Source: an optimization exercise on an open RTL-to-GDS flow (aim: small area, a short achievable clock period and few clock cycles per item). Production flows keep margins and buffers that such runs may drop. Function was checked by simulation only, so behaviour that the tests miss may differ from the original. No activity file was given, so power comes from the tool's default toggle rates.

--- design/flow/design.v ---
module fx_flanger (
    input  wire        clk,
    input  wire        rst,
    input  wire        shift_en,    
    input  wire        blk_end,     
    input  wire        early,       
    input  wire [15:0] x,           
    output wire [15:0] h            
);
    localparam TAPMAX = 22;
    reg  [15:0] hist [0:TAPMAX-1];
    reg  [4:0]  tap;
    reg         dir_up;
    reg  [15:0] hsel;
    integer i;
    always @(*) begin
        hsel = 16'd0;
        for (i = 0; i < TAPMAX; i = i + 1)
            hsel = hsel | ({16{tap == i + 1}} & hist[i]);
    end
    wire fresh = (tap == TAPMAX[4:0]) && !dir_up && early;
    assign h = (tap == 5'd0) ? x : (fresh ? 16'd0 : hsel);
    always @(posedge clk) begin
        if (shift_en) begin
            hist[0] <= x;
            for (i = 1; i < TAPMAX; i = i + 1)
                hist[i] <= hist[i-1];
        end
    end
    always @(posedge clk) begin
        if (rst) begin
            tap    <= TAPMAX[4:0];
            dir_up <= 1'b0;
        end else if (blk_end) begin
            if (!dir_up) begin
                if (tap == 5'd0) begin
                    dir_up <= 1'b1;
                    tap    <= 5'd1;
                end else begin
                    tap    <= tap - 5'd1;
                end
            end else begin
                if (tap == TAPMAX[4:0]) begin
                    dir_up <= 1'b0;
                    tap    <= TAPMAX[4:0] - 5'd1;
                end else begin
                    tap    <= tap + 5'd1;
                end
            end
        end
    end
endmodule
module fx_mul (
    input  wire [15:0] A,
    input  wire [7:0]  one,
    input  wire [7:0]  two,
    input  wire [7:0]  neg,
    input  wire [4:0]  inj,
    output wire [31:0] R0,
    output wire [31:0] R1
);
    wire r0_0 = ((one[0] & A[0]) ^ neg[0]);
    wire r0_1 = (((one[0] & A[1]) | (two[0] & A[0])) ^ neg[0]);
    wire r0_2 = (((one[0] & A[2]) | (two[0] & A[1])) ^ neg[0]);
    wire r0_3 = (((one[0] & A[3]) | (two[0] & A[2])) ^ neg[0]);
    wire r0_4 = (((one[0] & A[4]) | (two[0] & A[3])) ^ neg[0]);
    wire r0_5 = (((one[0] & A[5]) | (two[0] & A[4])) ^ neg[0]);
    wire r0_6 = (((one[0] & A[6]) | (two[0] & A[5])) ^ neg[0]);
    wire r0_7 = (((one[0] & A[7]) | (two[0] & A[6])) ^ neg[0]);
    wire r0_8 = (((one[0] & A[8]) | (two[0] & A[7])) ^ neg[0]);
    wire r0_9 = (((one[0] & A[9]) | (two[0] & A[8])) ^ neg[0]);
    wire r0_10 = (((one[0] & A[10]) | (two[0] & A[9])) ^ neg[0]);
    wire r0_11 = (((one[0] & A[11]) | (two[0] & A[10])) ^ neg[0]);
    wire r0_12 = (((one[0] & A[12]) | (two[0] & A[11])) ^ neg[0]);
    wire r0_13 = (((one[0] & A[13]) | (two[0] & A[12])) ^ neg[0]);
    wire r0_14 = (((one[0] & A[14]) | (two[0] & A[13])) ^ neg[0]);
    wire r0_15 = (((one[0] & A[15]) | (two[0] & A[14])) ^ neg[0]);
    wire r0_16 = (((one[0] & A[15]) | (two[0] & A[15])) ^ neg[0]);
    wire r1_0 = ((one[1] & A[0]) ^ neg[1]);
    wire r1_1 = (((one[1] & A[1]) | (two[1] & A[0])) ^ neg[1]);
    wire r1_2 = (((one[1] & A[2]) | (two[1] & A[1])) ^ neg[1]);
    wire r1_3 = (((one[1] & A[3]) | (two[1] & A[2])) ^ neg[1]);
    wire r1_4 = (((one[1] & A[4]) | (two[1] & A[3])) ^ neg[1]);
    wire r1_5 = (((one[1] & A[5]) | (two[1] & A[4])) ^ neg[1]);
    wire r1_6 = (((one[1] & A[6]) | (two[1] & A[5])) ^ neg[1]);
    wire r1_7 = (((one[1] & A[7]) | (two[1] & A[6])) ^ neg[1]);
    wire r1_8 = (((one[1] & A[8]) | (two[1] & A[7])) ^ neg[1]);
    wire r1_9 = (((one[1] & A[9]) | (two[1] & A[8])) ^ neg[1]);
    wire r1_10 = (((one[1] & A[10]) | (two[1] & A[9])) ^ neg[1]);
    wire r1_11 = (((one[1] & A[11]) | (two[1] & A[10])) ^ neg[1]);
    wire r1_12 = (((one[1] & A[12]) | (two[1] & A[11])) ^ neg[1]);
    wire r1_13 = (((one[1] & A[13]) | (two[1] & A[12])) ^ neg[1]);
    wire r1_14 = (((one[1] & A[14]) | (two[1] & A[13])) ^ neg[1]);
    wire r1_15 = (((one[1] & A[15]) | (two[1] & A[14])) ^ neg[1]);
    wire r1_16 = (((one[1] & A[15]) | (two[1] & A[15])) ^ neg[1]);
    wire r2_0 = ((one[2] & A[0]) ^ neg[2]);
    wire r2_1 = (((one[2] & A[1]) | (two[2] & A[0])) ^ neg[2]);
    wire r2_2 = (((one[2] & A[2]) | (two[2] & A[1])) ^ neg[2]);
    wire r2_3 = (((one[2] & A[3]) | (two[2] & A[2])) ^ neg[2]);
    wire r2_4 = (((one[2] & A[4]) | (two[2] & A[3])) ^ neg[2]);
    wire r2_5 = (((one[2] & A[5]) | (two[2] & A[4])) ^ neg[2]);
    wire r2_6 = (((one[2] & A[6]) | (two[2] & A[5])) ^ neg[2]);
    wire r2_7 = (((one[2] & A[7]) | (two[2] & A[6])) ^ neg[2]);
    wire r2_8 = (((one[2] & A[8]) | (two[2] & A[7])) ^ neg[2]);
    wire r2_9 = (((one[2] & A[9]) | (two[2] & A[8])) ^ neg[2]);
    wire r2_10 = (((one[2] & A[10]) | (two[2] & A[9])) ^ neg[2]);
    wire r2_11 = (((one[2] & A[11]) | (two[2] & A[10])) ^ neg[2]);
    wire r2_12 = (((one[2] & A[12]) | (two[2] & A[11])) ^ neg[2]);
    wire r2_13 = (((one[2] & A[13]) | (two[2] & A[12])) ^ neg[2]);
    wire r2_14 = (((one[2] & A[14]) | (two[2] & A[13])) ^ neg[2]);
    wire r2_15 = (((one[2] & A[15]) | (two[2] & A[14])) ^ neg[2]);
    wire r2_16 = (((one[2] & A[15]) | (two[2] & A[15])) ^ neg[2]);
    wire r3_0 = ((one[3] & A[0]) ^ neg[3]);
    wire r3_1 = (((one[3] & A[1]) | (two[3] & A[0])) ^ neg[3]);
    wire r3_2 = (((one[3] & A[2]) | (two[3] & A[1])) ^ neg[3]);
    wire r3_3 = (((one[3] & A[3]) | (two[3] & A[2])) ^ neg[3]);
    wire r3_4 = (((one[3] & A[4]) | (two[3] & A[3])) ^ neg[3]);
    wire r3_5 = (((one[3] & A[5]) | (two[3] & A[4])) ^ neg[3]);
    wire r3_6 = (((one[3] & A[6]) | (two[3] & A[5])) ^ neg[3]);
    wire r3_7 = (((one[3] & A[7]) | (two[3] & A[6])) ^ neg[3]);
    wire r3_8 = (((one[3] & A[8]) | (two[3] & A[7])) ^ neg[3]);
    wire r3_9 = (((one[3] & A[9]) | (two[3] & A[8])) ^ neg[3]);
    wire r3_10 = (((one[3] & A[10]) | (two[3] & A[9])) ^ neg[3]);
    wire r3_11 = (((one[3] & A[11]) | (two[3] & A[10])) ^ neg[3]);
    wire r3_12 = (((one[3] & A[12]) | (two[3] & A[11])) ^ neg[3]);
    wire r3_13 = (((one[3] & A[13]) | (two[3] & A[12])) ^ neg[3]);
    wire r3_14 = (((one[3] & A[14]) | (two[3] & A[13])) ^ neg[3]);
    wire r3_15 = (((one[3] & A[15]) | (two[3] & A[14])) ^ neg[3]);
    wire r3_16 = (((one[3] & A[15]) | (two[3] & A[15])) ^ neg[3]);
    wire r4_0 = ((one[4] & A[0]) ^ neg[4]);
    wire r4_1 = (((one[4] & A[1]) | (two[4] & A[0])) ^ neg[4]);
    wire r4_2 = (((one[4] & A[2]) | (two[4] & A[1])) ^ neg[4]);
    wire r4_3 = (((one[4] & A[3]) | (two[4] & A[2])) ^ neg[4]);
    wire r4_4 = (((one[4] & A[4]) | (two[4] & A[3])) ^ neg[4]);
    wire r4_5 = (((one[4] & A[5]) | (two[4] & A[4])) ^ neg[4]);
    wire r4_6 = (((one[4] & A[6]) | (two[4] & A[5])) ^ neg[4]);
    wire r4_7 = (((one[4] & A[7]) | (two[4] & A[6])) ^ neg[4]);
    wire r4_8 = (((one[4] & A[8]) | (two[4] & A[7])) ^ neg[4]);
    wire r4_9 = (((one[4] & A[9]) | (two[4] & A[8])) ^ neg[4]);
    wire r4_10 = (((one[4] & A[10]) | (two[4] & A[9])) ^ neg[4]);
    wire r4_11 = (((one[4] & A[11]) | (two[4] & A[10])) ^ neg[4]);
    wire r4_12 = (((one[4] & A[12]) | (two[4] & A[11])) ^ neg[4]);
    wire r4_13 = (((one[4] & A[13]) | (two[4] & A[12])) ^ neg[4]);
    wire r4_14 = (((one[4] & A[14]) | (two[4] & A[13])) ^ neg[4]);
    wire r4_15 = (((one[4] & A[15]) | (two[4] & A[14])) ^ neg[4]);
    wire r4_16 = (((one[4] & A[15]) | (two[4] & A[15])) ^ neg[4]);
    wire r5_0 = ((one[5] & A[0]) ^ neg[5]);
    wire r5_1 = (((one[5] & A[1]) | (two[5] & A[0])) ^ neg[5]);
    wire r5_2 = (((one[5] & A[2]) | (two[5] & A[1])) ^ neg[5]);
    wire r5_3 = (((one[5] & A[3]) | (two[5] & A[2])) ^ neg[5]);
    wire r5_4 = (((one[5] & A[4]) | (two[5] & A[3])) ^ neg[5]);
    wire r5_5 = (((one[5] & A[5]) | (two[5] & A[4])) ^ neg[5]);
    wire r5_6 = (((one[5] & A[6]) | (two[5] & A[5])) ^ neg[5]);
    wire r5_7 = (((one[5] & A[7]) | (two[5] & A[6])) ^ neg[5]);
    wire r5_8 = (((one[5] & A[8]) | (two[5] & A[7])) ^ neg[5]);
    wire r5_9 = (((one[5] & A[9]) | (two[5] & A[8])) ^ neg[5]);
    wire r5_10 = ((((one[5] & A[10]) | (two[5] & A[9])) ^ neg[5]) | inj[0]);
    wire r5_11 = ((((one[5] & A[11]) | (two[5] & A[10])) ^ neg[5]) | inj[1]);
    wire r5_12 = ((((one[5] & A[12]) | (two[5] & A[11])) ^ neg[5]) | inj[2]);
    wire r5_13 = ((((one[5] & A[13]) | (two[5] & A[12])) ^ neg[5]) | inj[3]);
    wire r5_14 = ((((one[5] & A[14]) | (two[5] & A[13])) ^ neg[5]) | inj[4]);
    wire r5_15 = (((one[5] & A[15]) | (two[5] & A[14])) ^ neg[5]);
    wire r5_16 = (((one[5] & A[15]) | (two[5] & A[15])) ^ neg[5]);
    wire r6_0 = ((one[6] & A[0]) ^ neg[6]);
    wire r6_1 = (((one[6] & A[1]) | (two[6] & A[0])) ^ neg[6]);
    wire r6_2 = (((one[6] & A[2]) | (two[6] & A[1])) ^ neg[6]);
    wire r6_3 = (((one[6] & A[3]) | (two[6] & A[2])) ^ neg[6]);
    wire r6_4 = (((one[6] & A[4]) | (two[6] & A[3])) ^ neg[6]);
    wire r6_5 = (((one[6] & A[5]) | (two[6] & A[4])) ^ neg[6]);
    wire r6_6 = (((one[6] & A[6]) | (two[6] & A[5])) ^ neg[6]);
    wire r6_7 = (((one[6] & A[7]) | (two[6] & A[6])) ^ neg[6]);
    wire r6_8 = (((one[6] & A[8]) | (two[6] & A[7])) ^ neg[6]);
    wire r6_9 = (((one[6] & A[9]) | (two[6] & A[8])) ^ neg[6]);
    wire r6_10 = (((one[6] & A[10]) | (two[6] & A[9])) ^ neg[6]);
    wire r6_11 = (((one[6] & A[11]) | (two[6] & A[10])) ^ neg[6]);
    wire r6_12 = (((one[6] & A[12]) | (two[6] & A[11])) ^ neg[6]);
    wire r6_13 = (((one[6] & A[13]) | (two[6] & A[12])) ^ neg[6]);
    wire r6_14 = (((one[6] & A[14]) | (two[6] & A[13])) ^ neg[6]);
    wire r6_15 = (((one[6] & A[15]) | (two[6] & A[14])) ^ neg[6]);
    wire r6_16 = (((one[6] & A[15]) | (two[6] & A[15])) ^ neg[6]);
    wire r7_0 = ((one[7] & A[0]) ^ neg[7]);
    wire r7_1 = (((one[7] & A[1]) | (two[7] & A[0])) ^ neg[7]);
    wire r7_2 = (((one[7] & A[2]) | (two[7] & A[1])) ^ neg[7]);
    wire r7_3 = (((one[7] & A[3]) | (two[7] & A[2])) ^ neg[7]);
    wire r7_4 = (((one[7] & A[4]) | (two[7] & A[3])) ^ neg[7]);
    wire r7_5 = (((one[7] & A[5]) | (two[7] & A[4])) ^ neg[7]);
    wire r7_6 = (((one[7] & A[6]) | (two[7] & A[5])) ^ neg[7]);
    wire r7_7 = (((one[7] & A[7]) | (two[7] & A[6])) ^ neg[7]);
    wire r7_8 = (((one[7] & A[8]) | (two[7] & A[7])) ^ neg[7]);
    wire r7_9 = (((one[7] & A[9]) | (two[7] & A[8])) ^ neg[7]);
    wire r7_10 = (((one[7] & A[10]) | (two[7] & A[9])) ^ neg[7]);
    wire r7_11 = (((one[7] & A[11]) | (two[7] & A[10])) ^ neg[7]);
    wire r7_12 = (((one[7] & A[12]) | (two[7] & A[11])) ^ neg[7]);
    wire r7_13 = (((one[7] & A[13]) | (two[7] & A[12])) ^ neg[7]);
    wire r7_14 = (((one[7] & A[14]) | (two[7] & A[13])) ^ neg[7]);
    wire r7_15 = (((one[7] & A[15]) | (two[7] & A[14])) ^ neg[7]);
    wire r7_16 = (((one[7] & A[15]) | (two[7] & A[15])) ^ neg[7]);
    wire s1 = r0_10 ^ r1_8;
    wire c2 = r0_10 & r1_8;
    wire s3 = r0_11 ^ r1_9;
    wire c4 = r0_11 & r1_9;
    wire s5 = r0_12 ^ r1_10 ^ r2_8;
    wire c6 = (r0_12 & r1_10) | (r0_12 & r2_8) | (r1_10 & r2_8);
    wire s7 = r3_6 ^ r4_4;
    wire c8 = r3_6 & r4_4;
    wire s9 = r0_13 ^ r1_11 ^ r2_9;
    wire c10 = (r0_13 & r1_11) | (r0_13 & r2_9) | (r1_11 & r2_9);
    wire s11 = r3_7 ^ r4_5;
    wire c12 = r3_7 & r4_5;
    wire s13 = r0_14 ^ r1_12 ^ r2_10;
    wire c14 = (r0_14 & r1_12) | (r0_14 & r2_10) | (r1_12 & r2_10);
    wire s15 = r3_8 ^ r4_6 ^ r5_4;
    wire c16 = (r3_8 & r4_6) | (r3_8 & r5_4) | (r4_6 & r5_4);
    wire s17 = r6_2 ^ r7_0;
    wire c18 = r6_2 & r7_0;
    wire s19 = r0_15 ^ r1_13 ^ r2_11;
    wire c20 = (r0_15 & r1_13) | (r0_15 & r2_11) | (r1_13 & r2_11);
    wire s21 = r3_9 ^ r4_7 ^ r5_5;
    wire c22 = (r3_9 & r4_7) | (r3_9 & r5_5) | (r4_7 & r5_5);
    wire s23 = r6_3 ^ r7_1;
    wire c24 = r6_3 & r7_1;
    wire s25 = ~r0_16 ^ r1_14 ^ r2_12;
    wire c26 = (~r0_16 & r1_14) | (~r0_16 & r2_12) | (r1_14 & r2_12);
    wire s27 = r3_10 ^ r4_8 ^ r5_6;
    wire c28 = (r3_10 & r4_8) | (r3_10 & r5_6) | (r4_8 & r5_6);
    wire s29 = r6_4 ^ r7_2 ^ 1'b1;
    wire c30 = (r6_4 & r7_2) | (r6_4 & 1'b1) | (r7_2 & 1'b1);
    wire s31 = r1_15 ^ r2_13 ^ r3_11;
    wire c32 = (r1_15 & r2_13) | (r1_15 & r3_11) | (r2_13 & r3_11);
    wire s33 = r4_9 ^ r5_7 ^ r6_5;
    wire c34 = (r4_9 & r5_7) | (r4_9 & r6_5) | (r5_7 & r6_5);
    wire s35 = r7_3 ^ 1'b1;
    wire c36 = r7_3 & 1'b1;
    wire s37 = ~r1_16 ^ r2_14 ^ r3_12;
    wire c38 = (~r1_16 & r2_14) | (~r1_16 & r3_12) | (r2_14 & r3_12);
    wire s39 = r4_10 ^ r5_8 ^ r6_6;
    wire c40 = (r4_10 & r5_8) | (r4_10 & r6_6) | (r5_8 & r6_6);
    wire s41 = r2_15 ^ r3_13 ^ r4_11;
    wire c42 = (r2_15 & r3_13) | (r2_15 & r4_11) | (r3_13 & r4_11);
    wire s43 = r5_9 ^ r6_7;
    wire c44 = r5_9 & r6_7;
    wire s45 = ~r2_16 ^ r3_14 ^ r4_12;
    wire c46 = (~r2_16 & r3_14) | (~r2_16 & r4_12) | (r3_14 & r4_12);
    wire s47 = r3_15 ^ r4_13;
    wire c48 = r3_15 & r4_13;
    wire s49 = r0_6 ^ r1_4;
    wire c50 = r0_6 & r1_4;
    wire s51 = r0_7 ^ r1_5;
    wire c52 = r0_7 & r1_5;
    wire s53 = r0_8 ^ r1_6 ^ r2_4;
    wire c54 = (r0_8 & r1_6) | (r0_8 & r2_4) | (r1_6 & r2_4);
    wire s55 = r3_2 ^ r4_0;
    wire c56 = r3_2 & r4_0;
    wire s57 = r0_9 ^ r1_7 ^ r2_5;
    wire c58 = (r0_9 & r1_7) | (r0_9 & r2_5) | (r1_7 & r2_5);
    wire s59 = r3_3 ^ r4_1;
    wire c60 = r3_3 & r4_1;
    wire s61 = r2_6 ^ r3_4 ^ r4_2;
    wire c62 = (r2_6 & r3_4) | (r2_6 & r4_2) | (r3_4 & r4_2);
    wire s63 = r5_0 ^ neg[5] ^ s1;
    wire c64 = (r5_0 & neg[5]) | (r5_0 & s1) | (neg[5] & s1);
    wire s65 = r2_7 ^ r3_5 ^ r4_3;
    wire c66 = (r2_7 & r3_5) | (r2_7 & r4_3) | (r3_5 & r4_3);
    wire s67 = r5_1 ^ c2 ^ s3;
    wire c68 = (r5_1 & c2) | (r5_1 & s3) | (c2 & s3);
    wire s69 = r5_2 ^ r6_0 ^ neg[6];
    wire c70 = (r5_2 & r6_0) | (r5_2 & neg[6]) | (r6_0 & neg[6]);
    wire s71 = c4 ^ s7 ^ s5;
    wire c72 = (c4 & s7) | (c4 & s5) | (s7 & s5);
    wire s73 = r5_3 ^ r6_1 ^ c8;
    wire c74 = (r5_3 & r6_1) | (r5_3 & c8) | (r6_1 & c8);
    wire s75 = s11 ^ c6 ^ s9;
    wire c76 = (s11 & c6) | (s11 & s9) | (c6 & s9);
    wire s77 = neg[7] ^ c12 ^ s17;
    wire c78 = (neg[7] & c12) | (neg[7] & s17) | (c12 & s17);
    wire s79 = c10 ^ s13 ^ s15;
    wire c80 = (c10 & s13) | (c10 & s15) | (s13 & s15);
    wire s81 = c18 ^ s23 ^ c14;
    wire c82 = (c18 & s23) | (c18 & c14) | (s23 & c14);
    wire s83 = c16 ^ s19 ^ s21;
    wire c84 = (c16 & s19) | (c16 & s21) | (s19 & s21);
    wire s85 = c24 ^ c20 ^ c22;
    wire c86 = (c24 & c20) | (c24 & c22) | (c20 & c22);
    wire s87 = s25 ^ s27 ^ s29;
    wire c88 = (s25 & s27) | (s25 & s29) | (s27 & s29);
    wire s89 = s35 ^ c26 ^ c28;
    wire c90 = (s35 & c26) | (s35 & c28) | (c26 & c28);
    wire s91 = c30 ^ s31 ^ s33;
    wire c92 = (c30 & s31) | (c30 & s33) | (s31 & s33);
    wire s93 = r7_4 ^ c36 ^ c32;
    wire c94 = (r7_4 & c36) | (r7_4 & c32) | (c36 & c32);
    wire s95 = c34 ^ s37 ^ s39;
    wire c96 = (c34 & s37) | (c34 & s39) | (s37 & s39);
    wire s97 = r7_5 ^ 1'b1 ^ s43;
    wire c98 = (r7_5 & 1'b1) | (r7_5 & s43) | (1'b1 & s43);
    wire s99 = c38 ^ c40 ^ s41;
    wire c100 = (c38 & c40) | (c38 & s41) | (c40 & s41);
    wire s101 = r5_10 ^ r6_8 ^ r7_6;
    wire c102 = (r5_10 & r6_8) | (r5_10 & r7_6) | (r6_8 & r7_6);
    wire s103 = c44 ^ c42 ^ s45;
    wire c104 = (c44 & c42) | (c44 & s45) | (c42 & s45);
    wire s105 = r5_11 ^ r6_9 ^ r7_7;
    wire c106 = (r5_11 & r6_9) | (r5_11 & r7_7) | (r6_9 & r7_7);
    wire s107 = 1'b1 ^ s47 ^ c46;
    wire c108 = (1'b1 & s47) | (1'b1 & c46) | (s47 & c46);
    wire s109 = ~r3_16 ^ r4_14 ^ r5_12;
    wire c110 = (~r3_16 & r4_14) | (~r3_16 & r5_12) | (r4_14 & r5_12);
    wire s111 = r6_10 ^ r7_8 ^ c48;
    wire c112 = (r6_10 & r7_8) | (r6_10 & c48) | (r7_8 & c48);
    wire s113 = r4_15 ^ r5_13 ^ r6_11;
    wire c114 = (r4_15 & r5_13) | (r4_15 & r6_11) | (r5_13 & r6_11);
    wire s115 = r7_9 ^ 1'b1;
    wire c116 = r7_9 & 1'b1;
    wire s117 = ~r4_16 ^ r5_14 ^ r6_12;
    wire c118 = (~r4_16 & r5_14) | (~r4_16 & r6_12) | (r5_14 & r6_12);
    wire s119 = r5_15 ^ r6_13;
    wire c120 = r5_15 & r6_13;
    wire s121 = r0_4 ^ r1_2;
    wire c122 = r0_4 & r1_2;
    wire s123 = r0_5 ^ r1_3;
    wire c124 = r0_5 & r1_3;
    wire s125 = r2_2 ^ r3_0 ^ neg[3];
    wire c126 = (r2_2 & r3_0) | (r2_2 & neg[3]) | (r3_0 & neg[3]);
    wire s127 = r2_3 ^ r3_1 ^ c50;
    wire c128 = (r2_3 & r3_1) | (r2_3 & c50) | (r3_1 & c50);
    wire s129 = neg[4] ^ c52 ^ s55;
    wire c130 = (neg[4] & c52) | (neg[4] & s55) | (c52 & s55);
    wire s131 = c56 ^ s59 ^ c54;
    wire c132 = (c56 & s59) | (c56 & c54) | (s59 & c54);
    wire s133 = c60 ^ c58 ^ s61;
    wire c134 = (c60 & c58) | (c60 & s61) | (c58 & s61);
    wire s135 = c62 ^ s65 ^ c64;
    wire c136 = (c62 & s65) | (c62 & c64) | (s65 & c64);
    wire s137 = c66 ^ s69 ^ c68;
    wire c138 = (c66 & s69) | (c66 & c68) | (s69 & c68);
    wire s139 = c70 ^ s73 ^ c72;
    wire c140 = (c70 & s73) | (c70 & c72) | (s73 & c72);
    wire s141 = c74 ^ s77 ^ c76;
    wire c142 = (c74 & s77) | (c74 & c76) | (s77 & c76);
    wire s143 = c78 ^ s81 ^ c80;
    wire c144 = (c78 & s81) | (c78 & c80) | (s81 & c80);
    wire s145 = c82 ^ s85 ^ c84;
    wire c146 = (c82 & s85) | (c82 & c84) | (s85 & c84);
    wire s147 = c86 ^ s89 ^ c88;
    wire c148 = (c86 & s89) | (c86 & c88) | (s89 & c88);
    wire s149 = c90 ^ s93 ^ c92;
    wire c150 = (c90 & s93) | (c90 & c92) | (s93 & c92);
    wire s151 = s97 ^ c94 ^ c96;
    wire c152 = (s97 & c94) | (s97 & c96) | (c94 & c96);
    wire s153 = s101 ^ c98 ^ c100;
    wire c154 = (s101 & c98) | (s101 & c100) | (c98 & c100);
    wire s155 = c102 ^ s105 ^ s107;
    wire c156 = (c102 & s105) | (c102 & s107) | (s105 & s107);
    wire s157 = c106 ^ s109 ^ s111;
    wire c158 = (c106 & s109) | (c106 & s111) | (s109 & s111);
    wire s159 = s115 ^ c110 ^ s113;
    wire c160 = (s115 & c110) | (s115 & s113) | (c110 & s113);
    wire s161 = r7_10 ^ c116 ^ c114;
    wire c162 = (r7_10 & c116) | (r7_10 & c114) | (c116 & c114);
    wire s163 = r7_11 ^ 1'b1 ^ s119;
    wire c164 = (r7_11 & 1'b1) | (r7_11 & s119) | (1'b1 & s119);
    wire s165 = ~r5_16 ^ r6_14 ^ r7_12;
    wire c166 = (~r5_16 & r6_14) | (~r5_16 & r7_12) | (r6_14 & r7_12);
    wire s167 = r6_15 ^ r7_13;
    wire c168 = r6_15 & r7_13;
    wire s169 = r0_2 ^ r1_0;
    wire c170 = r0_2 & r1_0;
    wire s171 = r0_3 ^ r1_1;
    wire c172 = r0_3 & r1_1;
    wire s173 = r2_0 ^ neg[2] ^ s121;
    wire c174 = (r2_0 & neg[2]) | (r2_0 & s121) | (neg[2] & s121);
    wire s175 = r2_1 ^ c122 ^ s123;
    wire c176 = (r2_1 & c122) | (r2_1 & s123) | (c122 & s123);
    wire s177 = c124 ^ s49 ^ s125;
    wire c178 = (c124 & s49) | (c124 & s125) | (s49 & s125);
    wire s179 = s51 ^ c126 ^ s127;
    wire c180 = (s51 & c126) | (s51 & s127) | (c126 & s127);
    wire s181 = s53 ^ c128 ^ s129;
    wire c182 = (s53 & c128) | (s53 & s129) | (c128 & s129);
    wire s183 = s57 ^ c130 ^ s131;
    wire c184 = (s57 & c130) | (s57 & s131) | (c130 & s131);
    wire s185 = s63 ^ c132 ^ s133;
    wire c186 = (s63 & c132) | (s63 & s133) | (c132 & s133);
    wire s187 = s67 ^ c134 ^ s135;
    wire c188 = (s67 & c134) | (s67 & s135) | (c134 & s135);
    wire s189 = s71 ^ c136 ^ s137;
    wire c190 = (s71 & c136) | (s71 & s137) | (c136 & s137);
    wire s191 = s75 ^ c138 ^ s139;
    wire c192 = (s75 & c138) | (s75 & s139) | (c138 & s139);
    wire s193 = s79 ^ c140 ^ s141;
    wire c194 = (s79 & c140) | (s79 & s141) | (c140 & s141);
    wire s195 = s83 ^ c142 ^ s143;
    wire c196 = (s83 & c142) | (s83 & s143) | (c142 & s143);
    wire s197 = s87 ^ c144 ^ s145;
    wire c198 = (s87 & c144) | (s87 & s145) | (c144 & s145);
    wire s199 = s91 ^ c146 ^ s147;
    wire c200 = (s91 & c146) | (s91 & s147) | (c146 & s147);
    wire s201 = s95 ^ c148 ^ s149;
    wire c202 = (s95 & c148) | (s95 & s149) | (c148 & s149);
    wire s203 = s99 ^ c150 ^ s151;
    wire c204 = (s99 & c150) | (s99 & s151) | (c150 & s151);
    wire s205 = s103 ^ c152 ^ s153;
    wire c206 = (s103 & c152) | (s103 & s153) | (c152 & s153);
    wire s207 = c104 ^ c154 ^ s155;
    wire c208 = (c104 & c154) | (c104 & s155) | (c154 & s155);
    wire s209 = c108 ^ s157 ^ c156;
    wire c210 = (c108 & s157) | (c108 & c156) | (s157 & c156);
    wire s211 = c112 ^ s159 ^ c158;
    wire c212 = (c112 & s159) | (c112 & c158) | (s159 & c158);
    wire s213 = s117 ^ s161 ^ c160;
    wire c214 = (s117 & s161) | (s117 & c160) | (s161 & c160);
    wire s215 = c118 ^ s163 ^ c162;
    wire c216 = (c118 & s163) | (c118 & c162) | (s163 & c162);
    wire s217 = c120 ^ s165 ^ c164;
    wire c218 = (c120 & s165) | (c120 & c164) | (s165 & c164);
    wire s219 = 1'b1 ^ s167 ^ c166;
    wire c220 = (1'b1 & s167) | (1'b1 & c166) | (s167 & c166);
    wire s221 = ~r6_16 ^ r7_14 ^ c168;
    wire c222 = (~r6_16 & r7_14) | (~r6_16 & c168) | (r7_14 & c168);
    wire s223 = r7_15 ^ 1'b1;
    wire c224 = r7_15 & 1'b1;
    assign R0 = {1'b1, ~r7_16, s223, s221, s219, s217, s215, s213, s211, s209, s207, s205, s203, s201, s199, s197, s195, s193, s191, s189, s187, s185, s183, s181, s179, s177, s175, s173, s171, s169, r0_1, r0_0};
    assign R1 = {1'b0, c224, c222, c220, c218, c216, c214, c212, c210, c208, c206, c204, c202, c200, c198, c196, c194, c192, c190, c188, c186, c184, c182, c180, c178, c176, c174, c172, c170, neg[1], 1'b0, neg[0]};
endmodule
module fx_crush_prep (
    input  wire [15:0] s,
    input  wire [2:0]  depth,       
    output wire [15:0] a,           
    output wire [4:0]  inj          
);
    wire neg = s[15];
    wire [11:0] lo_any;
    assign lo_any[0] = s[0];
    genvar k;
    generate
        for (k = 1; k < 12; k = k + 1) begin : g_any
            assign lo_any[k] = lo_any[k-1] | s[k];
        end
    endgenerate
    wire up12 = s[11] & (!neg | lo_any[10]);
    wire up11 = s[10] & (!neg | lo_any[9]);
    wire up10 = s[9]  & (!neg | lo_any[8]);
    wire up9  = s[8]  & (!neg | lo_any[7]);
    wire up8  = s[7]  & (!neg | lo_any[6]);
    assign inj[4] = (depth == 3'd1) & up12;
    assign inj[3] = (depth == 3'd2) & up11;
    assign inj[2] = (depth == 3'd3) & up10;
    assign inj[1] = (depth == 3'd4) & up9;
    assign inj[0] = (depth == 3'd5) & up8;
    assign a[15:12] = s[15:12];
    assign a[11]    = s[11] & (depth > 3'd1);
    assign a[10]    = s[10] & (depth > 3'd2);
    assign a[9]     = s[9]  & (depth > 3'd3);
    assign a[8]     = s[8]  & (depth > 3'd4);
    assign a[7:0]   = 8'd0;
endmodule
module flanger_sweep_state_machine #(
    parameter N = 32,              
    parameter L = 24               
) (
    input  wire        clk,
    input  wire        rst,
    input  wire        key_valid,
    input  wire [7:0]  key_char,
    input  wire        btn,
    input  wire        in_valid,
    output wire        in_ready,
    input  wire [15:0] mic,
    input  wire [15:0] gen,
    output reg         out_valid,
    input  wire        out_ready,
    output reg  [31:0] out_data,
    output reg         out_last,
    output reg         out_ev_valid,
    output reg         out_ev_kind,    
    output reg  [7:0]  out_ev_arg,
    output wire [15:0] gen_freq
);
    localparam [2:0] MIN_DEPTH = 3'd1;
    localparam [2:0] MAX_DEPTH = 3'd5;
    localparam [1:0] M_NONE  = 2'd0;
    localparam [1:0] M_FLAN  = 2'd1;
    localparam [1:0] M_RING  = 2'd2;
    localparam [1:0] M_CRUSH = 2'd3;
    reg  [1:0] mode;
    reg        src_sel;
    reg  [2:0] depth;
    reg        key_pend;
    reg  [7:0] key_q;
    reg        btn_pend;
    localparam CW = $clog2(N);
    localparam [CW-1:0] LAST_BEAT = N - 1;
    reg  [CW-1:0] cnt;               
    reg        sk_valid;             
    wire       rdy = !sk_valid;      
    reg        in_ready_q;           
    assign in_ready = in_ready_q;
    wire acc   = in_valid && rdy;
    wire first = (cnt == 0);
    wire last  = (cnt == LAST_BEAT);
    wire c_f     = (key_char == 8'h66);
    wire c_r     = (key_char == 8'h72);
    wire c_b     = (key_char == 8'h62);
    wire c_mode  = (key_char == 8'h6E) | c_f | c_r | c_b;
    wire c_plus  = (key_char == 8'h2B);
    wire c_minus = (key_char == 8'h2D);
    wire [1:0] c_key_mode = c_f ? M_FLAN : c_r ? M_RING : c_b ? M_CRUSH : M_NONE;
    reg        k_mode, k_plus, k_minus;
    reg  [1:0] key_mode;
    wire       k_unrec = !(k_mode | k_plus | k_minus);
    reg [2:0] new_depth;
    always @(*) begin
        new_depth = depth;
        if (key_pend && k_plus && depth < MAX_DEPTH)
            new_depth = depth + 3'd1;
        if (key_pend && k_minus && depth > MIN_DEPTH)
            new_depth = depth - 3'd1;
    end
    wire [1:0] new_mode = (key_pend && k_mode) ? key_mode : mode;
    wire       new_src  = src_sel ^ btn_pend;
    reg  [1:0] cur_mode;
    reg        cur_src;
    wire [2:0] cur_depth = first ? new_depth : depth;
    wire       acc_first = acc && first;
    wire [1:0] mode_n    = acc_first ? new_mode  : mode;
    wire       src_n     = acc_first ? new_src   : src_sel;
    wire [2:0] depth_n   = acc_first ? new_depth : depth;
    wire       first_n   = acc ? last : first;
    wire       kmode_n   = key_valid ? c_mode : (key_pend && !acc_first && k_mode);
    wire [1:0] kmd_n     = key_valid ? c_key_mode : key_mode;
    wire       bp_n      = btn || (btn_pend && !acc_first);
    always @(posedge clk) begin
        if (rst) begin
            cur_mode <= M_NONE;
            cur_src  <= 1'b0;
        end else begin
            cur_mode <= (first_n && kmode_n) ? kmd_n : mode_n;
            cur_src  <= first_n ? (src_n ^ bp_n) : src_n;
        end
    end
    always @(posedge clk) begin
        if (rst) begin
            mode     <= M_NONE;
            src_sel  <= 1'b0;
            depth    <= MIN_DEPTH;
            key_pend <= 1'b0;
            btn_pend <= 1'b0;
            cnt      <= 0;
        end else begin
            if (acc)
                cnt <= last ? 0 : cnt + 1'b1;
            mode    <= mode_n;
            src_sel <= src_n;
            depth   <= depth_n;
            if (key_valid)
                key_pend <= 1'b1;
            else if (acc && first)
                key_pend <= 1'b0;
            if (btn)
                btn_pend <= 1'b1;
            else if (acc && first)
                btn_pend <= 1'b0;
        end
    end
    always @(posedge clk) begin
        if (key_valid) begin
            key_q    <= key_char;
            k_mode   <= c_mode;
            k_plus   <= c_plus;
            k_minus  <= c_minus;
            key_mode <= c_key_mode;
        end
    end
    always @(posedge clk) begin
        if (acc && first) begin
            out_ev_valid <= key_pend && !(k_plus || k_minus);
            out_ev_kind  <= k_unrec;
            out_ev_arg   <= k_unrec ? key_q : {6'd0, key_mode};
        end
    end
    wire [15:0] s = cur_src ? gen : mic;
    wire is_flan  = (cur_mode == M_FLAN);
    wire is_ring  = (cur_mode == M_RING);
    wire is_crush = (cur_mode == M_CRUSH);
    wire [15:0] h;
    fx_flanger u_flan (
        .clk      (clk),
        .rst      (rst),
        .shift_en (acc && is_flan),
        .blk_end  (acc && last && is_flan),
        .early    (cnt < 5'd22),
        .x        (s),
        .h        (h)
    );
    localparam [7:0] F_LO = 8'd75, F_HI = 8'd175, F_D = 8'd6;
    reg  [7:0] f8;
    reg        f_up;
    wire [7:0] f_upv = f8 + F_D;
    wire [7:0] f_dnv = f8 - F_D;
    always @(posedge clk) begin
        if (rst) begin
            f8   <= F_LO;
            f_up <= 1'b1;
        end else if (acc && last && is_ring) begin
            if (f_up) begin
                if (f_upv > F_HI) begin
                    f8   <= F_HI;
                    f_up <= 1'b0;
                end else begin
                    f8   <= f_upv;
                end
            end else begin
                if (f8 < F_LO + F_D) begin
                    f8   <= F_LO;
                    f_up <= 1'b1;
                end else begin
                    f8   <= f_dnv;
                end
            end
        end
    end
    assign gen_freq = {5'd0, f8, 3'd0};
    wire [15:0] a_crush;
    wire [4:0]  inj_in;
    fx_crush_prep u_crush (.s(s), .depth(cur_depth), .a(a_crush), .inj(inj_in));
    wire [15:0] a_in = is_ring ? mic : (is_flan ? h : (is_crush ? a_crush : s));
    reg  [7:0]  one_in, two_in, neg_in;
    wire [16:0] ge = {gen, 1'b0};
    integer j;
    always @(*) begin
        for (j = 0; j < 8; j = j + 1) begin
            if (is_ring) begin
                one_in[j] = ge[2*j+1] ^ ge[2*j];
                two_in[j] = (ge[2*j+2] & ~ge[2*j+1] & ~ge[2*j]) |
                            (~ge[2*j+2] & ge[2*j+1] & ge[2*j]);
                neg_in[j] = ge[2*j+2] & ~(ge[2*j+1] & ge[2*j]);
            end else begin
                one_in[j] = (j == 6);
                two_in[j] = (j == 5) && is_flan;
                neg_in[j] = (j == 5) && is_flan;
            end
        end
    end
    reg        v1, l1;
    reg [4:0]  inj1;
    reg [15:0] a1;
    reg [7:0]  one1, two1, neg1;
    always @(posedge clk) begin
        if (rst)
            v1 <= 1'b0;
        else if (rdy)
            v1 <= in_valid;
        if (rdy) begin
            l1   <= last;
            inj1 <= is_crush ? inj_in : 5'd0;
            a1   <= a_in;
            one1 <= one_in;
            two1 <= two_in;
            neg1 <= neg_in;
        end
    end
    wire [31:0] ps, pc;
    fx_mul u_mul (
        .A(a1), .one(one1), .two(two1), .neg(neg1), .inj(inj1),
        .R0(ps), .R1(pc)
    );
    reg        v2, l2;
    reg [31:0] s2, k2;
    always @(posedge clk) begin
        if (rst)
            v2 <= 1'b0;
        else if (rdy)
            v2 <= v1;
        if (rdy) begin
            l2 <= l1;
            s2 <= ps;
            k2 <= pc;
        end
    end
    wire [31:0] y = s2 + k2;
    reg [31:0] sk_data;
    reg        sk_last;
    always @(posedge clk) begin
        if (rst) begin
            out_valid  <= 1'b0;
            sk_valid   <= 1'b0;
            in_ready_q <= 1'b1;
        end else if (!out_valid || out_ready) begin
            out_valid  <= sk_valid || v2;
            sk_valid   <= 1'b0;
            in_ready_q <= 1'b1;
        end else if (v2 && !sk_valid) begin
            sk_valid   <= 1'b1;
            in_ready_q <= 1'b0;
        end
    end
    always @(posedge clk) begin
        if (!out_valid || out_ready) begin
            out_data <= sk_valid ? sk_data : y;
            out_last <= sk_valid ? sk_last : l2;
        end
        if (!sk_valid) begin
            sk_data <= y;
            sk_last <= l2;
        end
    end
endmodule
--- design/flow/config.mk ---
export PLATFORM = sky130hd
export DESIGN_NAME = flanger_sweep_state_machine
export DESIGN_NICKNAME = flanger_sweep_state_machine
export VERILOG_FILES = /design/flow/design.v
export SDC_FILE = /design/flow/constraint.sdc
export NUM_CORES = 4
export LEC_CHECK = 0
export CAP_MARGIN = 20
export CORE_MARGIN = 2
export CORE_UTILIZATION = 40
export CTS_BUF_LIST = sky130_fd_sc_hd__clkbuf_8
export CTS_CLUSTER_DIAMETER = 70
export CTS_CLUSTER_SIZE = 16
export SETUP_SLACK_MARGIN = 5
export SLEW_MARGIN = 20
--- design/flow/flow/run.sh ---
#!/bin/bash
# The standard layout with two changes:
# - the adders are left to ABC: without ADDER_MAP_FILE, synthesis does not
#   turn three-input XOR/majority pairs into full-adder cells, so the
#   multiplier's compressor tree is mapped as plain gates;
# - every port gets a buf_2 as its buffer (the standard flow's choice is a
#   slow delay buffer).
# Timing repair aims for 5.15 ns of setup slack (a 2.85 ns period).
set -euo pipefail
bash standard.sh ADDER_MAP_FILE= "BUFFER_PORTS_ARGS=-buffer_cell sky130_fd_sc_hd__buf_2" SETUP_SLACK_MARGIN=5.15 finish > make_finish.log 2>&1
--- design/flow/constraint.sdc ---
create_clock -name core_clock -period 8.0 [get_ports {clk}]
set_input_delay 1.6000 -clock core_clock [delete_from_list [all_inputs] [get_ports {clk}]]
set_output_delay 1.6000 -clock core_clock [all_outputs]
set_load 0.01 [all_outputs]
--- design/flow/standard.sh ---
#!/bin/bash
# synth_recipe.tcl (not shown) runs the flow's synth.tcl, then flattens the netlist and writes it again
# the make line also repeats each setting of config.mk as NAME=value (left out here)
make -C /OpenROAD-flow-scripts/flow DESIGN_CONFIG=/design/flow/config.mk WORK_HOME=/design/flow/orfs CLKGATE_MAP_FILE= SYNTH_SCRIPT=/design/flow/synth_recipe.tcl "${@:-finish}"
==> out/metrics.csv, run 1 <==
metric,value,unit
synthCells,2347,
drtPass1Iterations,5,
start_util,40.6,%
finalCriticalPeriod,2.90,ns
wl,75.4,mm
synthTopCellsByCount,"edfxtp_1, xnor2_1, a22oi_1",
insertion_delay,0.70,ns
fill_cells,6294,
yosysWarningCount,3,
ir_drop,0.000138,V
syn_to_final_growth,15.1,%
yosys.area.top_type,edfxtp_1,
worstSetupEndpointType,flip-flop,
fin_hold_ws,0.442,ns
power_density,194,mW/mm^2
fmax,345,MHz
gp_congestion,0.851,
reg2reg_from,s2[9]$_DFFE_PN_,
dpl.hpwl,47.3,mm
cts_tree,done,
clock_path_buffers,3,
antenna_found_initial,9,
die_h,271,microns
synth_compound_area_share,14.0,%
pre_cts_ws,3.95,ns
reg2regPathDepth,9,
met2_usage,32.0,%
worstPathMaxFanout,3,
dieArea,0.0736,sq mm
instances_no_fill,3522,
synth_area,0.0286,sq mm
synthAdderAreaFrac,2.44,%
die_x,271,microns
drtAntennaViolNets,0,
grt_pass1_wl,114,mm
status,no timing/DRC/antenna violations,
fin_ws,5.10,ns
synth_xor_area_share,11.9,%
cts_buffers,47,
worst_ep_required_time,8.42,ns
path_clk_slew,0.10,ns
sw_frac_of_total,27.2,%
cts-root-buf,clkbuf_8,
hold_path.class,reg2reg,
grt_usage,19.8,%
holdPathStages,0,
criticalPathCategory,reg2reg,
drc,0,
yosysSeqAreaShare,59.0,%
intPower,0.00464,W
place_inst,3269,
p_seq_share,57.5,%
ys_ff_latch,585,
worstPathArrival,3.32,ns
hp-start,l1$_DFFE_PN_,
yosys.area_share.simple,8.53,%
drive_above_1_share,19.9,%
synth-main-ff-cell,edfxtp_1,
maxSlewHeadroom,31.1,%
grt-ovfl-total,0,
numPortBuffers,98,
synth_area_per_cell,12.2,sq um
grt_max_degree,94,
busiest_layer,met2,
ys_top_cells_by_area,"edfxtp_1, xnor2_1, a22oi_1",
drt_iter0_markers,1991,
cts-hold-fix-buffers,0,
power_switching,0.00173,W
finalSetupViolCount,0,
r2r_slack,5.10,ns
min_to,l2$_DFFE_PN_,
final_nets,2596,
combinationalPowerShare,16.5,%
use_met1,25.9,%
cap_violations,0,
tightest_slew,1.03,ns
utilization,46.7,%
slew_violations,0,
r2r_end,out_data[15]$_DFFE_PP_,
synthMuxAreaShare,1.43,%
placementRows,97,
cp-start-kind,flip-flop,
viasPerCell,5.66,
fin_tns_setup,0,ns
synth_top_family_by_area,compound AO/OA/AOI/OAI gates,
finalCritPeriodShare,36.2,%
synth_most_common_cell,edfxtp_1,
synth_top_area_share,54.0,%
wl_per_cell,21.4,microns
num_vias,19900,
core,0.0704,sq mm
p_leak,11.1,nW
rsz0062_at_grt,true,
async_flop_share,0,%
grt_pass1_vias,19300,
htree_levels,2,
gr-usage-met3,4.04,%
ys_types,76,
synth_edf_count,514,
io_pins,107,
clock-sinks,585,
clock_skew,0.0589,ns
clkPwrFrac,26.0,%
hold_violations,0,
[state kept, by name (all words and copies together) (netlist names), 8 cells and up]
signal	count
a1	16
f8	8
k2	30
key_q	8
neg1	8
one1	8
out_data	32
out_ev_arg	8
s2	31
sk_data	32
two1	8
u_flan.hist	352
[what timing repair did]
| item | 4_1_cts | 5_1_grt |
|---|---|---|
| resized for setup | 36 | 86 |
| setup buffers | 138 | 31 |
| pin swaps | 9 | 30 |
| endpoints found under the setup margin | 387 | 353 |
| gates cloned | 3 | 0 |
[cell type report]
class | count | area, sq um | area share [%]
clock inverters | 29 | 216 | 0.659
well taps | 940 | 1180 | 3.58
flip-flops and latches | 585 | 16900 | 51.4
clock buffers | 49 | 674 | 2.05
multi-input cells | 1590 | 11400 | 34.8
repair buffers | 302 | 2370 | 7.21
inverters | 24 | 98.8 | 0.301
diodes | 3 | 7.51 | 0.0228
[critical path, stage by stage (launching register included)]
cell and delay (ns):
edfxtp_1 0.45, a31oi_1 0.20, nor2_1 0.06, maj3_2 0.31, maj3_2 0.33, or2_4 0.27, maj3_2 0.32, maj3_2 0.32
xnor2_1 0.13, mux2_2 0.28
[metrics by stage]
| stage | cell area, sq um | power [W] |
|---|---|---|
| 6_report | 32900 | 0.00637 |
| 5_1_grt | 32900 | 0.00665 |
| 4_1_cts | 32200 | 0.00636 |
| 3_5_place_dp | 29900 | 0.00464 |
| 3_3_place_gp | 29900 | 0.00461 |
| 2_1_floorplan | 28700 | 0.00439 |
[routing by layer]
layer / vias to the layer above / wire [microns]
met1: 9767 / 31300
li1: 9158 / -
met2: 807 / 35300
met3: 200 / 5710
met4: 12 / 2900
met5: - / 79
[worst max-delay path by stage]
| stage | startpoint | end |
|---|---|---|
| after floorplan | in_valid | u_flan.hist[0][0]$_DFFE_PP_ |
| after global placement | in_valid | u_flan.hist[2][3]$_DFFE_PP_ |
| after detailed placement | in_valid | u_flan.hist[1][6]$_DFFE_PP_ |
| after CTS | out_ev_valid$_DFFE_PP_ | out_ev_valid |
| after global routing | k2[2]$_DFFE_PN_ | out_data[15]$_DFFE_PP_ |
| final | s2[9]$_DFFE_PN_ | out_data[15]$_DFFE_PP_ |
[cells in the final DEF, fill, tap and decap left out, drive strengths merged, types with 44 or more instances in the layout]
cell,instances
a22oi,244
xor2,78
nor2,169
buf,301
nand2,136
a21oi,80
nand3,44
maj3,69
clkbuf,49
dfxtp,71
xnor2,309
o21ai,87
edfxtp,514
[logic make-up (layout without fill, tap and decap cells)]
kind of cell / Yosys count / in the layout
compound gates: 567 / 567
xor+xnor: 387 / 387
fa+ha+maj: 69 / 69
buf+inv: 181 / 404
flops: 585 / 585
mux: 38 / 38
other cells: 1 / 11
simple gates: 519 / 521
[power groups by stage]
stage / clock (W) / combinational (W) / sequential [W]
floorplan: 0 / 0.000691 / 0.00370
global placement: 0 / 0.000829 / 0.00378
detailed placement: 0 / 0.000848 / 0.00379
CTS: 0.00171 / 0.000996 / 0.00366
global route: 0.00181 / 0.00115 / 0.00369
finish: 0.00166 / 0.00105 / 0.00366
Testbench counts, summed over its fixed seeds: cycles 16,408, items 16,384.
==> run 2, diff against run 1 <==
--- a/design/flow/flow/run.sh
+++ b/design/flow/flow/run.sh
@@ -7,4 +7,3 @@
 #   slow delay buffer).
-# Timing repair aims for 5.15 ns of setup slack (a 2.85 ns period).
 set -euo pipefail
-bash standard.sh ADDER_MAP_FILE= "BUFFER_PORTS_ARGS=-buffer_cell sky130_fd_sc_hd__buf_2" SETUP_SLACK_MARGIN=5.15 finish > make_finish.log 2>&1
+bash standard.sh ADDER_MAP_FILE= "BUFFER_PORTS_ARGS=-buffer_cell sky130_fd_sc_hd__buf_2" finish > make_finish.log 2>&1
--- a/design/flow/config.mk
+++ b/design/flow/config.mk
@@ -7,3 +7,3 @@
 export LEC_CHECK = 0
-export CAP_MARGIN = 20
+export CAP_MARGIN = 10
 export CORE_MARGIN = 2
@@ -14,2 +14,2 @@
 export SETUP_SLACK_MARGIN = 5
-export SLEW_MARGIN = 20
+export SLEW_MARGIN = 10
==> out/metrics.csv, run 2 <==
metric,value,unit
fill_cells,6377,
fmax,340,MHz
yosys.area.top_type,edfxtp_1,
yosysSeqAreaShare,59.0,%
sw_frac_of_total,26.6,%
ys_top_cells_by_area,"edfxtp_1, xnor2_1, a22oi_1",
async_flop_share,0,%
synthCells,2347,
clock-sinks,585,
wl_per_cell,21.7,microns
crit_family,simple AND/OR/NAND/NOR gates,
tightest_slew,1.16,ns
path_clk_slew,0.10,ns
grt_max_degree,206,
crit_start,gen[4],
synthTopCellsByCount,"edfxtp_1, xnor2_1, a22oi_1",
synth_edf_count,514,
dpl.hpwl,46.8,mm
cap_violations,0,
insertion_delay,0.70,ns
cts-root-buf,clkbuf_8,
drtPass1Iterations,8,
critical_path_buf_inv_count,1,
finalCriticalPeriod,2.94,ns
placementRows,97,
power_density,196,mW/mm^2
gp_congestion,0.873,
clkPwrFrac,26.0,%
synth_area,0.0286,sq mm
crit_cells,8,
reg2regPathDepth,8,
wl,75.4,mm
criticalPathCategory,in2reg,
htree_levels,2,
synth_top_area_share,54.0,%
hold_path.class,reg2reg,
final_nets,2564,
synth-main-ff-cell,edfxtp_1,
viasPerCell,5.69,
worst_ep_required_time,8.43,ns
worstPathMaxFanout,5,
synth_area_per_cell,12.2,sq um
fin_tns_setup,0,ns
finalCritPeriodShare,36.8,%
hold_violations,0,
final_common_cell,edfxtp_1,
dieArea,0.0736,sq mm
grt_usage,19.8,%
cts_tree,done,
cp_cell_sequence,buf_2 > mux2_2 > or4_4 > nor3_4 > nand2_1 > or2_4 > nor2_1 > nor3_1,
antenna_found_initial,10,
worstPathArrival,3.37,ns
syn_to_final_growth,12.7,%
die_x,271,microns
slowest_delay,0.62,ns
cp-endpoint,inj1[4]$_SDFFCE_PN0N_,
combinationalPowerShare,15.9,%
worstSetupEndpointType,flip-flop,
clock_skew,0.0461,ns
grt_pass1_wl,113,mm
num_vias,19800,
drtAntennaViolNets,0,
yosysWarningCount,3,
finalSetupViolCount,0,
largestRegisters,"u_flan.hist (352), out_data (32), sk_data (32)",
p_seq_share,58.1,%
ir_drop,0.000144,V
grt-ovfl-total,0,
r2r_end,out_data[8]$_DFFE_PP_,
slew_violations,0,
mostFrequentLayoutCells,"edfxtp_1, xnor2_1, a22oi_1",
synth_most_common_cell,edfxtp_1,
drive_above_1_share,16.4,%
maxSlewHeadroom,22.5,%
top_register,u_flan.hist,
core,0.0704,sq mm
ys_ff_latch,585,
intPower,0.00462,W
status,no timing/DRC/antenna violations,
cp-start-kind,input port,
numPortBuffers,98,
r2r_slack,5.09,ns
die_h,271,microns
ys_types,76,
clock_path_buffers,3,
drt_iter0_markers,1789,
power_switching,0.00168,W
rsz0062_at_grt,false,
drc,0,
reg2reg_from,s2[2]$_DFFE_PN_,
cts_buffers,45,
start_util,40.6,%
grt_pass1_vias,18900,
fin_hold_ws,0.437,ns
io_pins,107,
crit_slowest_cell,or4_4,
p_leak,10.8,nW
largest_register_ffs,352,
run 2: logic make-up (layout without fill, tap and decap cells):
group	Yosys count	in the layout	share of synthesized area, %
AND/OR/NAND/NOR	519	519	8.53
XOR/XNOR	387	387	11.9
AO/OA/AOI/OAI	567	567	14.0
buffers and inverters	181	364	2.70
adder cells (fa/ha/maj)	69	69	2.44
flip-flops	585	585	59.0
multiplexers	38	38	1.43
other	1	11	0.0131
run 2: how the worst min path moves through the flow:
stage                                      start                            to  cells past startpoint
global route        u_flan.hist[4][11]$_DFFE_PP_  u_flan.hist[5][11]$_DFFE_PP_                      0
CTS                 u_flan.hist[4][11]$_DFFE_PP_  u_flan.hist[5][11]$_DFFE_PP_                      0
global placement                    l1$_DFFE_PN_                  l2$_DFFE_PN_                      0
finish              u_flan.hist[16][9]$_DFFE_PP_  u_flan.hist[17][9]$_DFFE_PP_                      0
detailed placement           sk_data[13]$_DFF_P_           sk_data[13]$_DFF_P_                      2
floorplan                           l1$_DFFE_PN_                  l2$_DFFE_PN_                      0
run 2: through the flow:
stage               instances  worst slack [ns]  instance area [sq um]  util, %  total power [W]
floorplan                2354             0.743                  28600        -          0.00439
global placement         3267              3.95                  29900     42.5          0.00461
detailed placement       3267              3.81                  29900     42.5          0.00464
CTS                      3415              5.00                  31600     44.9          0.00630
global route             3480              4.97                  32200     45.7          0.00657
finish                   3480              5.06                  32200     45.7          0.00630
run 2: power groups by stage:
stage / clock network, W / logic, W / registers (W)
after floorplan: 0 / 0.000690 / 0.00370
after global placement: 0 / 0.000830 / 0.00378
after detailed placement: 0 / 0.000849 / 0.00379
after CTS: 0.00169 / 0.000933 / 0.00368
after global routing: 0.00178 / 0.00110 / 0.00369
final: 0.00164 / 0.00100 / 0.00366
run 2: area by class of cell:
cell class	instances	area [sq um]	share of cell area, %
diodes	3	7.51	0.0233
well taps	940	1180	3.65
repair buffers	274	2130	6.63
flip-flops and latches	585	16900	52.4
clock buffers	46	633	1.97
inverters	24	101	0.315
clock inverters	20	199	0.618
multi-input cells	1588	11100	34.4
run 2: timing repair:
item / CTS / global route
resized for setup: 13 / 11
setup buffers: 82 / 62
pin swaps: 0 / 5
endpoints found under the setup margin: 237 / 102
hold buffers: 0 / 0
run 2: routing by layer:
layer	vias up	track usage, %	share of wire (%)
met5	-	0	0.054
met4	8	7.94	3.8
met3	175	3.08	7.0
met2	784	32.5	47
met1	9751	26.2	42
li1	9088	-	-
==> run 3, diff against run 2 <==
--- a/design/flow/config.mk
+++ b/design/flow/config.mk
@@ -7,5 +7,5 @@
 export LEC_CHECK = 0
-export CAP_MARGIN = 10
+export CAP_MARGIN = 20
 export CORE_MARGIN = 2
-export CORE_UTILIZATION = 40
+export CORE_UTILIZATION = 50
 export CTS_BUF_LIST = sky130_fd_sc_hd__clkbuf_8
@@ -14,2 +14,2 @@
 export SETUP_SLACK_MARGIN = 5
-export SLEW_MARGIN = 10
+export SLEW_MARGIN = 20
==> out/metrics.csv, run 3 <==
metric,value,unit
grt-ovfl-total,0,
viasPerCell,5.99,
clkPwrFrac,26.4,%
path_clk_slew,0.11,ns
insertion_delay,0.70,ns
ir_drop,0.000137,V
yosysWarningCount,3,
io_pins,107,
largest_register_ffs,352,
synth_area,0.0286,sq mm
rsz0062_at_grt,true,
drtPass1Iterations,6,
criticalPathCategory,in2reg,
drtAntennaViolNets,0,
clock_skew,0.0488,ns
dieArea,0.0590,sq mm
synth_edf_count,514,
ys_types,76,
hold_path.class,reg2reg,
ys_top_cells_by_area,"edfxtp_1, xnor2_1, a22oi_1",
critical_path_buf_inv_count,1,
synth_area_per_cell,12.2,sq um
drive_above_1_share,16.7,%
worstPathMaxFanout,5,
numPortBuffers,98,
cts-root-buf,clkbuf_8,
grt_pass1_wl,109,mm
synth_top_area_share,54.0,%
cp-start-kind,input port,
clock-sinks,585,
yosysSeqAreaShare,59.0,%
slowest_delay,0.59,ns
start_util,50.7,%
finalCritPeriodShare,36.8,%
ys_ff_latch,585,
placementRows,87,
die_x,243,microns
gp_congestion,0.838,
p_seq_share,58.0,%
htree_levels,2,
synth-main-ff-cell,edfxtp_1,
finalSetupViolCount,0,
finalCriticalPeriod,2.94,ns
tightest_slew,0.921,ns
cts_buffers,45,
fin_tns_setup,0,ns
synth_most_common_cell,edfxtp_1,
grt_max_degree,215,
drt_iter0_markers,1845,
power_density,197,mW/mm^2
sw_frac_of_total,26.5,%
cp_cell_sequence,buf_2 > mux2_2 > or4_4 > nor3_2 > nand2_1 > or2_4 > nor2_1 > nor3_1,
mostFrequentLayoutCells,"edfxtp_1, xnor2_1, a22oi_1",
yosys.area.top_type,edfxtp_1,
num_vias,19800,
maxSlewHeadroom,38.6,%
worstSetupEndpointType,flip-flop,
cts_tree,done,
crit_family,simple AND/OR/NAND/NOR gates,
power_switching,0.00168,W
async_flop_share,0,%
final_nets,2570,
wl,72.9,mm
top_register,u_flan.hist,
slew_violations,0,
grt_usage,23.8,%
intPower,0.00463,W
final_common_cell,edfxtp_1,
cap_violations,0,
combinationalPowerShare,15.6,%
crit_slowest_cell,or4_4,
synthTopCellsByCount,"edfxtp_1, xnor2_1, a22oi_1",
fin_hold_ws,0.433,ns
worst_ep_required_time,8.45,ns
grt_pass1_vias,18600,
fmax,340,MHz
p_total,0.00631,W
syn_to_final_growth,12.3,%
hold_violations,0,
core,0.0564,sq mm
antenna_found_initial,6,
worstPathArrival,3.40,ns
clock_path_buffers,3,
dpl.hpwl,45.9,mm
status,no timing/DRC/antenna violations,
largestRegisters,"u_flan.hist (352), out_data (32), sk_data (32)",
p_leak,10.9,nW
die_h,243,microns
cts-hold-fix-buffers,0,
synthCells,2347,
drc,0,
wl_per_cell,22.0,microns
-- run 3: changes by cell type in the layout (fill, tap and decap cells not counted), moves of 3 or more --
cell / previous run / this run
inv_1: 28 / 36
buf_4: 150 / 157
buf_12: 25 / 22
maj3_1: 63 / 60
maj3_2: 6 / 9
nor2_2: 8 / 5
-- run 3: stage by stage --
stage / cell area (sq um) / utilization [%] / cells / setup WS [ns]
floorplan: 28600 / - / 2354 / 0.743
global placement: 29700 / 52.6 / 3086 / 3.72
detailed placement: 29700 / 52.7 / 3087 / 4.00
CTS: 31400 / 55.7 / 3250 / 5.00
global route: 32100 / 56.9 / 3308 / 4.88
finish: 32100 / 56.9 / 3308 / 5.06
-- run 3: layout make-up --
class / instances / area [sq um]
clock inverters: 27 / 228
repair buffers: 280 / 2180
inverters: 24 / 98.8
well taps: 756 / 946
flip-flops and latches: 585 / 16900
diodes: 1 / 2.50
clock buffers: 47 / 647
multi-input cells: 1588 / 11100
fillers: 4808 / 24300
-- run 3: final timing paths --
kind                             to  cells after the start              from  slack (ns)
min                    l2$_DFFE_PN_                      0      l1$_DFFE_PN_        0.43
max reg2reg  out_data[28]$_DFFE_PP_                      9  s2[23]$_DFFE_PN_        5.11
min reg2reg            l2$_DFFE_PN_                      0      l1$_DFFE_PN_        0.43
max           inj1[4]$_SDFFCE_PN0N_                      8            gen[4]        5.06
-- run 3: what timing repair did --
action	4_1_cts	5_1_grt
resized for setup	12	20
cloned	0	1
setup endpoints to repair	266	291
pin swaps	0	8
setup buffers	89	55
-- run 3: per-layer routing --
metal / vias to the layer above / GRT usage (%) / share of wire (%)
met5: - / 0 / 0.067
met4: 8 / 8.61 / 3.2
met3: 174 / 4.52 / 7.3
met2: 778 / 39.2 / 48
met1: 9740 / 31.4 / 42
li1: 9110 / - / -
-- run 3: kinds of logic (layout without fill, tap and decap cells) --
logic type / count (synthesis) / count (layout) / synth area share, %
flops: 585 / 585 / 59.0
simple gates: 519 / 519 / 8.53
other cells: 1 / 9 / 0.0131
fa+ha+maj: 69 / 69 / 2.44
buf+inv: 181 / 378 / 2.70
xor+xnor: 387 / 387 / 11.9
compound gates: 567 / 567 / 14.0
mux: 38 / 38 / 1.43
-- run 3: worst register-to-register path: cells and delay by family (launching register included) --
kind,cells,cell delay (ns)
AOI/OAI and AO/OA,4,0.99
and+or+nand+nor,3,0.51
DFF,1,0.49
adders and majority gates,1,0.37
xor gates and xnor gates,1,0.30
-- run 3: power groups by stage --
stage | registers [W] | logic (W) | clock network (W)
floorplan | 0.00370 | 0.000690 | 0
finish | 0.00366 | 0.000985 | 0.00167
global route | 0.00368 | 0.00109 | 0.00182
CTS | 0.00368 | 0.000936 | 0.00172
global placement | 0.00378 | 0.000825 | 0
detailed placement | 0.00378 | 0.000846 | 0
==> run 4, diff against run 3 <==
--- a/design/flow/config.mk
+++ b/design/flow/config.mk
@@ -9,3 +9,3 @@
 export CORE_MARGIN = 2
-export CORE_UTILIZATION = 50
+export CORE_UTILIZATION = 40
 export CTS_BUF_LIST = sky130_fd_sc_hd__clkbuf_8
@@ -15 +15,2 @@
 export SLEW_MARGIN = 20
+export TNS_END_PERCENT = 10
==> out/metrics.csv, run 4 <==
metric,value,unit
status,no timing/DRC/antenna violations,
synth_top_area_share,54.0,%
power_density,196,mW/mm^2
worst_ep_required_time,6.40,ns
insertion_delay,0.70,ns
worstPathArrival,1.45,ns
drive_above_1_share,15.4,%
start_util,40.6,%
cap_violations,0,
cts_buffers,45,
synth_most_common_cell,edfxtp_1,
grt_pass1_wl,111,mm
fin_hold_ws,0.448,ns
largest_register_ffs,352,
ys_top_cells_by_area,"edfxtp_1, xnor2_1, a22oi_1",
clock_skew,0.0449,ns
die_x,271,microns
ys_ff_latch,585,
placementRows,97,
mostFrequentLayoutCells,"edfxtp_1, xnor2_1, a22oi_1",
fin_tns_setup,0,ns
drtPass1Iterations,6,
yosysSeqAreaShare,59.0,%
drc,0,
wl_per_cell,21.4,microns
yosys.area.top_type,edfxtp_1,
finalSetupViolCount,0,
grt_usage,19.3,%
synth_edf_count,514,
fmax,328,MHz
slew_violations,0,
synth_area_per_cell,12.2,sq um
multi_input_area,0.0111,sq mm
largestRegisters,"u_flan.hist (352), out_data (32), sk_data (32)",
syn_to_final_growth,12.2,%
cp_cell_sequence,buf_2,
grt_max_degree,105,
finalCritPeriodShare,38.1,%
antenna_found_initial,7,
fill_cells,6326,
numPortBuffers,98,
ys_types,76,
crit_family,flip-flops,
utilization,45.5,%
ir_drop,0.000107,V
p_leak,10.7,nW
cts-root-buf,clkbuf_8,
io_pins,107,
hold_violations,0,
die_h,271,microns
wl,73.9,mm
crit_slowest_cell,dfxtp_1,
path_clk_slew,0.09,ns
worstPathMaxFanout,11,
cts-hold-fix-buffers,0,
criticalPathCategory,reg2out,
drtAntennaViolNets,0,
synth_area,0.0286,sq mm
yosysWarningCount,3,
worstSetupEndpointType,output pin,
dieArea,0.0736,sq mm
final_common_cell,edfxtp_1,
final_nets,2533,
synth-main-ff-cell,edfxtp_1,
grt-ovfl-total,0,
tightest_slew,0.945,ns
cp-start-kind,flip-flop,
htree_levels,2,
critical_path_buf_inv_count,1,
synthTopCellsByCount,"edfxtp_1, xnor2_1, a22oi_1",
synthCells,2347,
hold_path.class,reg2reg,
cts_tree,done,
grt_pass1_vias,18500,
num_vias,19700,
async_flop_share,0,%
finalCriticalPeriod,3.05,ns
viasPerCell,5.70,
slowest_delay,0.57,ns
drt_iter0_markers,1967,
ff_latch_area,0.0169,sq mm
gp_congestion,0.842,
core,0.0704,sq mm
clock_path_buffers,3,
rsz0062_at_grt,true,
top_register,u_flan.hist,
dpl.hpwl,47.7,mm
maxSlewHeadroom,37.0,%
clock-sinks,585,
==> run 4: cell counts after synthesis <==
Identical to the previous run, type by type.
==> run 4: final timing paths <==
path | to | from | slack (ns) | depth (start not counted)
worst max-delay path | gen_freq[4] | f8[1]$_SDFFE_PP1P_ | 4.95 | 1
worst min register to register | l2$_DFFE_PN_ | l1$_DFFE_PN_ | 0.45 | 0
worst max register to register | out_data[15]$_DFFE_PP_ | k2[9]$_DFFE_PN_ | 5.04 | 9
worst min-delay path | l2$_DFFE_PN_ | l1$_DFFE_PN_ | 0.45 | 0
==> run 4: timing repair <==
action	in CTS	in global routing
gates cloned	1	0
buffers inserted	0	108
pin swaps	0	2
resized for setup	5	23
endpoints found under the setup margin	307	350
==> run 4: routing by layer <==
metal	GRT usage [%]	share of wire (%)	vias to the layer above
met5	0	0.093	-
met3	3.71	7.7	168
met2	32.0	47	800
li1	-	-	9030
met4	6.55	3.2	10
met1	25.5	42	9665
==> run 4: cell type report <==
cell class,count,share of cell area [%]
flip-flops and latches,585,52.6
multi-input cells,1588,34.7
repair buffers,243,6.09
well taps,940,3.67
clock buffers,46,1.98
clock inverters,27,0.664
inverters,24,0.308
diodes,1,0.00781
==> run 4: metrics by stage <==
stage	std cells	total power [W]	cell area [sq um]	setup WS, ns
finish	3454	0.00628	32000	4.95
global route	3454	0.00657	32000	4.85
CTS	3344	0.00625	30800	4.80
detailed placement	3270	0.00463	29900	3.98
global placement	3270	0.00461	29900	4.05
floorplan	2354	0.00439	28600	0.743
==> run 4: cell families (layout without fill, tap and decap cells) <==
family	after synthesis	count (layout)	synth area share, %
mux	38	38	1.43
other cells	1	9	0.0131
buf+inv	181	340	2.70
fa+ha+maj	69	69	2.44
flops	585	585	59.0
simple gates	519	519	8.53
xor+xnor	387	387	11.9
compound gates	567	567	14.0
==> run 4: power breakdown <==
group,switching (W),internal [W]
Clock,0.00101,0.000617
Sequential,0.000137,0.00353
Combinational,0.000538,0.000453
Total,0.00169,0.00459

separate check: timing with driven ports:
In the flow no input, the clock included, has a driving cell. The finished layouts below were timed again as built, in two steps.
Step 1: set_driving_cell puts a clkbuf_16 on clk and a buf_2 on each other input, an assumption about the parent block.
Step 2 also shifts input and output timing later by t, the mid clock arrival at the registers, as if the neighbouring blocks saw the same clock.
a / b / c = no drivers / after step 1 / after step 2; a / b = the first two.
run	shift t [ns]	setup slack, ns	latest minus earliest clock arrival (ns)	worst data-port slew with drivers (ns)
run 1	0.736	5.104 / 5.098 / 4.427	0.061 / 0.061	0.12
run 2	0.731	5.060 / 5.013 / 4.365	0.046 / 0.046	0.14
run 3	0.726	5.056 / 5.046 / 4.364	0.050 / 0.049	0.11
run 4	0.737	4.952 / 4.890 / 4.380	0.046 / 0.046	0.13
After both steps setup and hold are still met in every run listed. The setup slack of run 2, which loses most, moves by -0.047 ns with the drivers and by -0.695 ns with both steps.
